This is an optimization exercise on Yosys and OpenROAD, whose aim is small area, a short achievable clock period and few clock cycles, not a production implementation.
Only simulation tests tie the RTL to the original design; equivalence was not proved.
Power and IR drop assume default switching activity.

**flow/config.mk**
```make
export PLATFORM = sky130hd
export DESIGN_NAME = ga_core
export DESIGN_NICKNAME = ga_core
export VERILOG_FILES = /design/flow/design.v
export SDC_FILE = /design/flow/constraint.sdc
export NUM_CORES = 4
export LEC_CHECK = 0
export CAP_MARGIN = 20
export CORE_MARGIN = 2
export CORE_UTILIZATION = 40
export SLEW_MARGIN = 20
```
**flow/constraint.sdc**
```tcl
create_clock -name core_clock -period 11.0 [get_ports {clk}]
set_input_delay 2.2000 -clock core_clock [delete_from_list [all_inputs] [get_ports {clk}]]
set_output_delay 2.2000 -clock core_clock [all_outputs]
set_load 0.01 [all_outputs]
```
**flow/design.v**
```verilog
module ga_line (
    input  wire        clk,
    input  wire        rst,
    input  wire        start,
    input  wire [31:0] op_x0,
    input  wire [31:0] op_y0,
    input  wire [31:0] op_x1,
    input  wire [31:0] op_y1,
    output wire        out_valid,
    input  wire        out_ready,
    output wire [31:0] out_x,
    output wire [31:0] out_y,
    output wire        finish
);
    localparam S_IDLE = 2'd0;
    localparam S_NORM = 2'd1;
    localparam S_INIT = 2'd2;
    localparam S_RUN  = 2'd3;
    reg [1:0] state;
    reg signed [33:0] ax0, ay0, ax1, ay1;
    reg signed [33:0] wx0, wy0, wx1, wy1;
    reg               steep;
    reg signed [33:0] dx, dy, err, cx, cy;
    reg               yneg;
    wire signed [33:0] ddx   = ax1 - ax0;
    wire signed [33:0] ddy   = ay1 - ay0;
    wire signed [33:0] adx   = ddx[33] ? -ddx : ddx;
    wire signed [33:0] ady   = ddy[33] ? -ddy : ddy;
    wire               st    = ady > adx;
    wire signed [33:0] tx0   = st ? ay0 : ax0;
    wire signed [33:0] ty0   = st ? ax0 : ay0;
    wire signed [33:0] tx1   = st ? ay1 : ax1;
    wire signed [33:0] ty1   = st ? ax1 : ay1;
    wire               swp   = tx0 > tx1;
    wire signed [33:0] ndx   = wx1 - wx0;
    wire signed [33:0] ndyr  = wy1 - wy0;
    wire signed [33:0] ndy   = ndyr[33] ? -ndyr : ndyr;
    wire signed [33:0] e1    = err - dy;
    wire               last  = (cx == wx1);
    assign out_valid = (state == S_RUN);
    assign out_x     = steep ? cy[31:0] : cx[31:0];
    assign out_y     = steep ? cx[31:0] : cy[31:0];
    assign finish    = (state == S_RUN) && out_ready && last;
    always @(posedge clk) begin
        if (rst) begin
            state <= S_IDLE;
        end else begin
            case (state)
                S_IDLE: begin
                    if (start) begin
                        ax0   <= {{2{op_x0[31]}}, op_x0};
                        ay0   <= {{2{op_y0[31]}}, op_y0};
                        ax1   <= {{2{op_x1[31]}}, op_x1};
                        ay1   <= {{2{op_y1[31]}}, op_y1};
                        state <= S_NORM;
                    end
                end
                S_NORM: begin
                    steep <= st;
                    if (swp) begin
                        wx0 <= tx1; wy0 <= ty1; wx1 <= tx0; wy1 <= ty0;
                    end else begin
                        wx0 <= tx0; wy0 <= ty0; wx1 <= tx1; wy1 <= ty1;
                    end
                    state <= S_INIT;
                end
                S_INIT: begin
                    dx    <= ndx;
                    dy    <= ndy;
                    err   <= ndx >>> 1;
                    yneg  <= wy1 < wy0;
                    cx    <= wx0;
                    cy    <= wy0;
                    state <= S_RUN;
                end
                S_RUN: begin
                    if (out_ready) begin
                        if (last) begin
                            state <= S_IDLE;
                        end else begin
                            cx <= cx + 34'sd1;
                            if (e1 < 0) begin
                                cy  <= yneg ? cy - 34'sd1 : cy + 34'sd1;
                                err <= e1 + dx;
                            end else begin
                                err <= e1;
                            end
                        end
                    end
                end
            endcase
        end
    end
endmodule
module ga_disk (
    input  wire        clk,
    input  wire        rst,
    input  wire        start,
    input  wire [31:0] op_cx,
    input  wire [31:0] op_cy,
    input  wire [31:0] op_r,
    input  wire [31:0] op_w,
    input  wire [31:0] op_h,
    output wire        out_valid,
    input  wire        out_ready,
    output wire [31:0] out_x,
    output wire [31:0] out_y,
    output wire        finish
);
    localparam S_IDLE  = 3'd0;
    localparam S_INIT  = 3'd1;
    localparam S_CHECK = 3'd2;
    localparam S_SPAN  = 3'd3;
    localparam S_EMIT  = 3'd4;
    localparam S_ADV   = 3'd5;
    reg [2:0] state;
    reg signed [33:0] cx, cy, r, w, h;
    reg signed [33:0] x, y;
    reg signed [35:0] d;
    reg        [1:0]  j;
    reg signed [33:0] col, cend, crow;
    wire signed [33:0] half  = j[1] ? y : x;
    wire signed [33:0] row   = (j == 2'd0) ? cy + y :
                               (j == 2'd1) ? cy - y :
                               (j == 2'd2) ? cy + x : cy - x;
    wire               guard = (j == 2'd0) ? 1'b1 :
                               (j == 2'd1) ? (y != 34'sd0) :
                               (j == 2'd2) ? (x != y) : ((x != y) && (x != 34'sd0));
    wire signed [33:0] xl    = cx - half;
    wire signed [33:0] xr    = cx + half;
    wire signed [33:0] wm1   = w - 34'sd1;
    wire signed [33:0] sa    = (xl < 0) ? 34'sd0 : xl;
    wire signed [33:0] sb    = (xr > wm1) ? wm1 : xr;
    wire               inrow = (row >= 0) && (row < h);
    wire               take  = guard && inrow && (sa <= sb);
    wire signed [33:0] y1    = y + 34'sd1;
    wire signed [33:0] x1    = x - 34'sd1;
    wire signed [35:0] dlt   = {{2{y1[33]}}, y1} - {{2{x1[33]}}, x1};
    assign out_valid = (state == S_EMIT);
    assign out_x     = col[31:0];
    assign out_y     = crow[31:0];
    assign finish    = (state == S_CHECK) && (x < y);
    always @(posedge clk) begin
        if (rst) begin
            state <= S_IDLE;
        end else begin
            case (state)
                S_IDLE: begin
                    if (start) begin
                        cx    <= {{2{op_cx[31]}}, op_cx};
                        cy    <= {{2{op_cy[31]}}, op_cy};
                        r     <= {{2{op_r[31]}}, op_r};
                        w     <= {{2{op_w[31]}}, op_w};
                        h     <= {{2{op_h[31]}}, op_h};
                        state <= S_INIT;
                    end
                end
                S_INIT: begin
                    x     <= r;
                    y     <= 34'sd0;
                    d     <= 36'sd1 - {{2{r[33]}}, r};
                    state <= S_CHECK;
                end
                S_CHECK: begin
                    j <= 2'd0;
                    if (x < y) state <= S_IDLE;
                    else       state <= S_SPAN;
                end
                S_SPAN: begin
                    if (take) begin
                        col   <= sa;
                        cend  <= sb;
                        crow  <= row;
                        state <= S_EMIT;
                    end else if (j == 2'd3) begin
                        state <= S_ADV;
                    end else begin
                        j <= j + 2'd1;
                    end
                end
                S_EMIT: begin
                    if (out_ready) begin
                        if (col == cend) begin
                            if (j == 2'd3) begin
                                state <= S_ADV;
                            end else begin
                                j     <= j + 2'd1;
                                state <= S_SPAN;
                            end
                        end else begin
                            col <= col + 34'sd1;
                        end
                    end
                end
                S_ADV: begin
                    y <= y1;
                    if (d < 0) begin
                        d <= d + {{1{y1[33]}}, y1, 1'b0} + 36'sd1;
                    end else begin
                        x <= x1;
                        d <= d + {dlt[34:0], 1'b0} + 36'sd1;
                    end
                    state <= S_CHECK;
                end
                default: state <= S_IDLE;
            endcase
        end
    end
endmodule
module ga_core (
    input  wire        clk,
    input  wire        rst,
    input  wire [4:0]  reg_idx,
    input  wire        reg_wr,
    input  wire        reg_rd,
    input  wire [31:0] reg_wdata,
    output reg  [31:0] reg_rdata,
    output wire        pix_valid,
    input  wire        pix_ready,
    output wire [31:0] pix_x,
    output wire [31:0] pix_y
);
    localparam [4:0] R_CMD    = 5'd0;
    localparam [4:0] R_STATUS = 5'd1;
    localparam [4:0] R_PX0    = 5'd2;
    localparam [4:0] R_PY0    = 5'd3;
    localparam [4:0] R_PX1    = 5'd4;
    localparam [4:0] R_PY1    = 5'd5;
    localparam [4:0] R_PRM    = 5'd6;
    localparam [4:0] R_CANW   = 5'd7;
    localparam [4:0] R_CANH   = 5'd8;
    localparam [31:0] C_NOP    = 32'h0000_0000;
    localparam [31:0] C_LINE   = 32'h0000_0001;
    localparam [31:0] C_DISK   = 32'h0000_0002;
    localparam [31:0] C_CLRERR = 32'h0000_000F;
    localparam [3:0] E_NONE   = 4'd0;
    localparam [3:0] E_ILLCMD = 4'd1;
    localparam [3:0] E_BUSY   = 4'd2;
    reg [31:0] px0, py0, px1, py1, prm, canw, canh;
    reg        busy, done;
    reg [3:0]  err;
    reg        opc_disk;    
    wire       is_oper = (reg_idx >= R_PX0) && (reg_idx <= R_CANH);
    wire       cmd_wr  = reg_wr && (reg_idx == R_CMD);
    wire       start_line = cmd_wr && !busy && (err == E_NONE) && (reg_wdata == C_LINE);
    wire       start_disk = cmd_wr && !busy && (err == E_NONE) && (reg_wdata == C_DISK);
    wire        line_valid, line_finish, disk_valid, disk_finish;
    wire [31:0] line_x, line_y, disk_x, disk_y;
    ga_line u_line (
        .clk(clk), .rst(rst), .start(start_line),
        .op_x0(px0), .op_y0(py0), .op_x1(px1), .op_y1(py1),
        .out_valid(line_valid), .out_ready(pix_ready),
        .out_x(line_x), .out_y(line_y), .finish(line_finish)
    );
    ga_disk u_disk (
        .clk(clk), .rst(rst), .start(start_disk),
        .op_cx(px0), .op_cy(py0), .op_r(prm), .op_w(canw), .op_h(canh),
        .out_valid(disk_valid), .out_ready(pix_ready),
        .out_x(disk_x), .out_y(disk_y), .finish(disk_finish)
    );
    assign pix_valid = busy && (opc_disk ? disk_valid : line_valid);
    assign pix_x     = opc_disk ? disk_x : line_x;
    assign pix_y     = opc_disk ? disk_y : line_y;
    wire finish = busy && (opc_disk ? disk_finish : line_finish);
    always @(posedge clk) begin
        if (rst) begin
            px0 <= 32'd0; py0 <= 32'd0; px1 <= 32'd0; py1 <= 32'd0;
            prm <= 32'd0; canw <= 32'd0; canh <= 32'd0;
            busy <= 1'b0; done <= 1'b0; err <= E_NONE; opc_disk <= 1'b0;
        end else begin
            if (finish) begin
                busy <= 1'b0;
                done <= 1'b1;
            end
            if (reg_wr) begin
                if (busy && (cmd_wr || is_oper)) begin
                    if (err == E_NONE) err <= E_BUSY;
                end else if (is_oper) begin
                    case (reg_idx)
                        R_PX0:   px0  <= reg_wdata;
                        R_PY0:   py0  <= reg_wdata;
                        R_PX1:   px1  <= reg_wdata;
                        R_PY1:   py1  <= reg_wdata;
                        R_PRM:   prm  <= reg_wdata;
                        R_CANW:  canw <= reg_wdata;
                        default: canh <= reg_wdata;
                    endcase
                end else if (cmd_wr) begin
                    case (reg_wdata)
                        C_NOP:    ;
                        C_CLRERR: err <= E_NONE;
                        C_LINE, C_DISK: begin
                            if (err == E_NONE) begin
                                busy     <= 1'b1;
                                done     <= 1'b0;
                                opc_disk <= (reg_wdata == C_DISK);
                            end
                        end
                        default:  if (err == E_NONE) err <= E_ILLCMD;
                    endcase
                end
            end
        end
    end
    always @(*) begin
        case (reg_idx)
            R_STATUS: reg_rdata = {24'd0, err, 1'b0, 1'b0, done, busy};
            R_PX0:    reg_rdata = px0;
            R_PY0:    reg_rdata = py0;
            R_PX1:    reg_rdata = px1;
            R_PY1:    reg_rdata = py1;
            R_PRM:    reg_rdata = prm;
            R_CANW:   reg_rdata = canw;
            R_CANH:   reg_rdata = canh;
            default:  reg_rdata = 32'd0;
        endcase
    end
endmodule
```
**flow/run.sh**
```bash
#!/bin/bash
# synth_recipe.tcl (not shown) runs the flow's synth.tcl, then flattens the netlist and writes it again
# the make line also repeats each setting of config.mk as NAME=value (left out here)
make -C /OpenROAD-flow-scripts/flow DESIGN_CONFIG=/design/flow/config.mk WORK_HOME=/design/flow/orfs CLKGATE_MAP_FILE= SYNTH_SCRIPT=/design/flow/synth_recipe.tcl finish
```
==> summary.txt <==
- Status: finished clean
- Global Route Usage Sum: 0.292
- Worst min path class: flip-flop to flip-flop
- Register-to-register path setup slack: 0.60 ns
- CP peak stage delay: 0.68 ns
- DRT antenna net count: 0
- Maximum VDD drop: around 0.00015 V
- Crit-path max FO: 29
- Port bufs: ~140
- Multi-input combinational cell area: approximately 45000 um^2
- Synth Instances: 8441
- Distinct cells, synth: 101
- Iter 0 DRT Violations: just under 8000
- RR Startpoint: u_disk.x[1]
- Maximum root-to-sink buffer count: 3
- Routed WL per cell: 26.6 um
- Share of layout cells above drive strength 1: 0.0671
- Critical path origin: u_disk.x[1]
- Max-Cap Viols: 0
- Hpwl dp: between 200000 and 250000 um
- Hold Startpoint: prm[29]
- CP startpoint kind: flip-flop
- Period utilization: 0.945
- Cts hold-fix bufs: 0
- Pre-CTS setup slack: 0.112 ns
- TritonCTS clock tree: yes
- CP delay by family, top: simple AND/OR/NAND/NOR gates
- Tmin final: 10.40 ns
- Area grow syn2layout: 12.0%
- R2R cell count: a little over 40
- Synth top area share: 0.310
- Final Non-Filler Cells: between 10000 and 15000
- Yosys warnings: 3
- Hold path depth: 0
- Vias in the first global route: 60777
- Final net count: 9209
- Top FF cell, synth: edfxtp_1
- Die area: roughly 200000 um^2
- Grt total ovfl: 0
- Arrival time worst endpoint: 10.89 ns
- Largest net degree at the start of global routing: 102
- Commonest non-fill, non-tap cells in the layout: nand2_1 (1038), edfxtp_1 (792), a21oi_1 (693)
- Clock insertion delay at the later pin of the skew report: 0.84 ns
- Buf+Inv Stages, Crit Path: 3
- Worst EP required: 11.49 ns
- Slew Limit Fails: 0
- Min-Delay Endpoint: u_disk.r[29]
- CTS sink count: around 1000
- Slew HR: 0.196
- Drt pass-1 iters: 7
- Num CTS Buffers: 114
- CP max-delay cell: or4b_2
- Initial antenna violation count: 24
- DR vias/cell: 5.93
- Initial core utilization: 0.403
- Worst Setup End Kind: flip-flop
- # H-tree levels: 3
- First-pass GRT wire length: between 400000 and 500000 um
- Seq cells post-synth: 1026
- Final hold vios: 0
- WHS: around 0.42 ns
- Die width: about 440 um
- Final number of setup-violating endpoints: 0
- Fmax: 0.0962 GHz
- Worst-Margin Slew: 1.19 ns
- Most common cell after layout, fill and taps aside: nand2_1
- PnR worst setup slack: ~0.60 ns
- Power Density: around 110 nW/um^2
- Routed vias: 66099
- Drt total wl: 297000 um
- Routability Congestion: 1.00
- Share of the yosys chip area belonging to registers: 0.371
- Drt drc: 0
- Core region area: 190000 um^2
- Root Driver: clkbuf_16
- Rows: 160
- R2r endpoint: u_disk.col[27]
- Setup CP Type: flip-flop to flip-flop
- DP Cell Count: 10894
- EDFF count, synth: 792
- Clk_skew: 0.111 ns
- Synth async-reset ratio: 0
- # IOs: between 100 and 150
- Fill cell count: 18148
- Sequential cell area: 28500 um^2
- CTS clk-pin slew, worst paths: about 0.070 ns
- Post-Syn Area: 76700 um^2
- Final Util: 0.451
- Leading area contributor after synthesis: edfxtp_1
- Post-Synthesis Mean Instance Area: slightly above 9 um^2
- Vert. Die Dim: ~440 um
- Most frequent cell on the critical path: a21oi_1
- Synth top area cells: edfxtp_1 (31%), ha_1 (10%), mux2i_1 (6.1%)
- Pleak: 34.2 nW
[power by group]
part | internal, mW | total, mW | switching (mW) | leakage [nW]
Combinational | 0.344 | 0.925 | 0.582 | 23.1
Sequential | 4.22 | 4.27 | 0.0513 | 9.15
Clock | 2.25 | 4.01 | 1.76 | 1.88
[metrics by stage]
step / TNS (ns) / total power [mW] / cell area, um^2
2_1_floorplan: 0 / 4.90 / 76700
3_3_place_gp: 0 / 5.22 / 81500
3_5_place_dp: 0 / 5.23 / 81500
4_1_cts: 0 / 9.19 / 85400
5_1_grt: -2.68 / 9.44 / 85900
6_report: 0 / 9.20 / 85900
[layer usage]
metal  share of wire  vias to the layer above  GRT usage
li1                -                    30631          -
met1            0.44                    32028      0.413
met2            0.42                     2936      0.430
met3           0.090                      496     0.0483
met4           0.056                        8      0.146
met5         0.00019                        -          0
[cells in the mapped netlist (19+ instances only)]
master,n
nand2_1,1038
edfxtp_1,792
a21oi_1,699
ha_1,641
nor2_1,547
xnor2_1,531
inv_1,496
mux2i_1,469
o21ai_0,405
clkbuf_1,329
xor2_1,240
dfxtp_1,234
a21o_1,208
nor3_1,149
nand3_1,142
nand2b_1,106
nor4_1,88
o21a_1,84
nand4_1,81
nor2b_1,75
a31oi_1,72
and2_1,72
o31ai_1,71
or3_1,62
and3_1,61
a211oi_1,59
o21bai_1,51
o211ai_1,43
or2_2,43
a221oi_1,40
buf_1,36
a22oi_1,35
a222oi_1,30
or4_1,28
buf_2,27
o31a_1,22
a21boi_0,21
nor3b_1,19
[layout make-up]
class                      instances  share of cell area
clock buffer                     147              0.0358
inverter                         499              0.0218
sequential                      1026               0.331
tap                             2511              0.0366
multi-input combinational       6516               0.526
clock inverter                    68             0.00941
timing repair buffer             356              0.0380
antenna                           19            0.000553
[repair_timing]
item                                    CTS  global route
endpoints found under the hold margin     0             0
pin swaps                                 0             6
resized for setup                         1            63
endpoints found under the setup margin   10           233
buffers inserted                          0             9
gates cloned                              0             3
[registers in the layout (all words and copies together) (netlist names), 34 cells and up]
name         count
u_disk.x        34
u_line.cx       34
u_disk.cend     34
u_line.err      34
u_line.dx       34
u_disk.d        36
u_line.dy       34
u_disk.col      34
u_disk.y        34
[worst max-delay path by stage]
stage	to	depth (start not counted)	slack (ns)
floorplan	u_line.wx1[23]	55	0.07
global placement	u_line.wy1[15]	55	0.02
detailed placement	u_line.wy1[18]	51	0.11
CTS	u_line.wy1[18]	50	0.02
global route	u_line.wx0[11]	57	-0.06
finish	u_disk.col[27]	41	0.60
[logic make-up (layout without fill, tap and decap cells)]
family,Yosys count,after routing,share of synthesized area
and+or+nand+nor,2585,2585,0.158
other,2,22,0.0000979
muxes,489,489,0.0644
xor gates and xnor gates,771,771,0.0880
AOI/OAI and AO/OA,2012,2012,0.165
adders and majority gates,656,656,0.108
buffers and inverters,900,1070,0.0449
DFF,1026,1026,0.371
Testbench counts, summed over its fixed seeds: cycles 301,357.

-- port drivers added, routing unchanged --
In the flow no input, the clock included, has a driving cell. The finished layout below was timed again as built, in two steps.
Step 1 (the two cells are an assumption about what drives the block):
set clk [get_ports {clk}]
set_driving_cell -lib_cell sky130_fd_sc_hd__clkbuf_16 $clk
set_driving_cell -lib_cell sky130_fd_sc_hd__buf_2 [delete_from_list [all_inputs] $clk]
Step 2 adds t to the input delays and takes it off the output delays; t is the mean of the earliest and latest rising clock arrival at the registers after step 1. Input paths then give back, and output paths get back, about the clock's delay inside the block.
Three values: no drivers, after step 1, after step 2; two values: the first two.
t (ns): 0.875
setup WS [ns]: 0.604 / 0.604 / 0.604
latest minus earliest clock arrival (ns): 0.120 / 0.120
slew at the worst register clock pin (ns): 0.07 / 0.07
pins driven straight from the clock port: 1
After both steps this run still meets setup and hold. For this run, drivers alone change the setup slack by 0.000 ns; drivers and shift together by 0.000 ns.
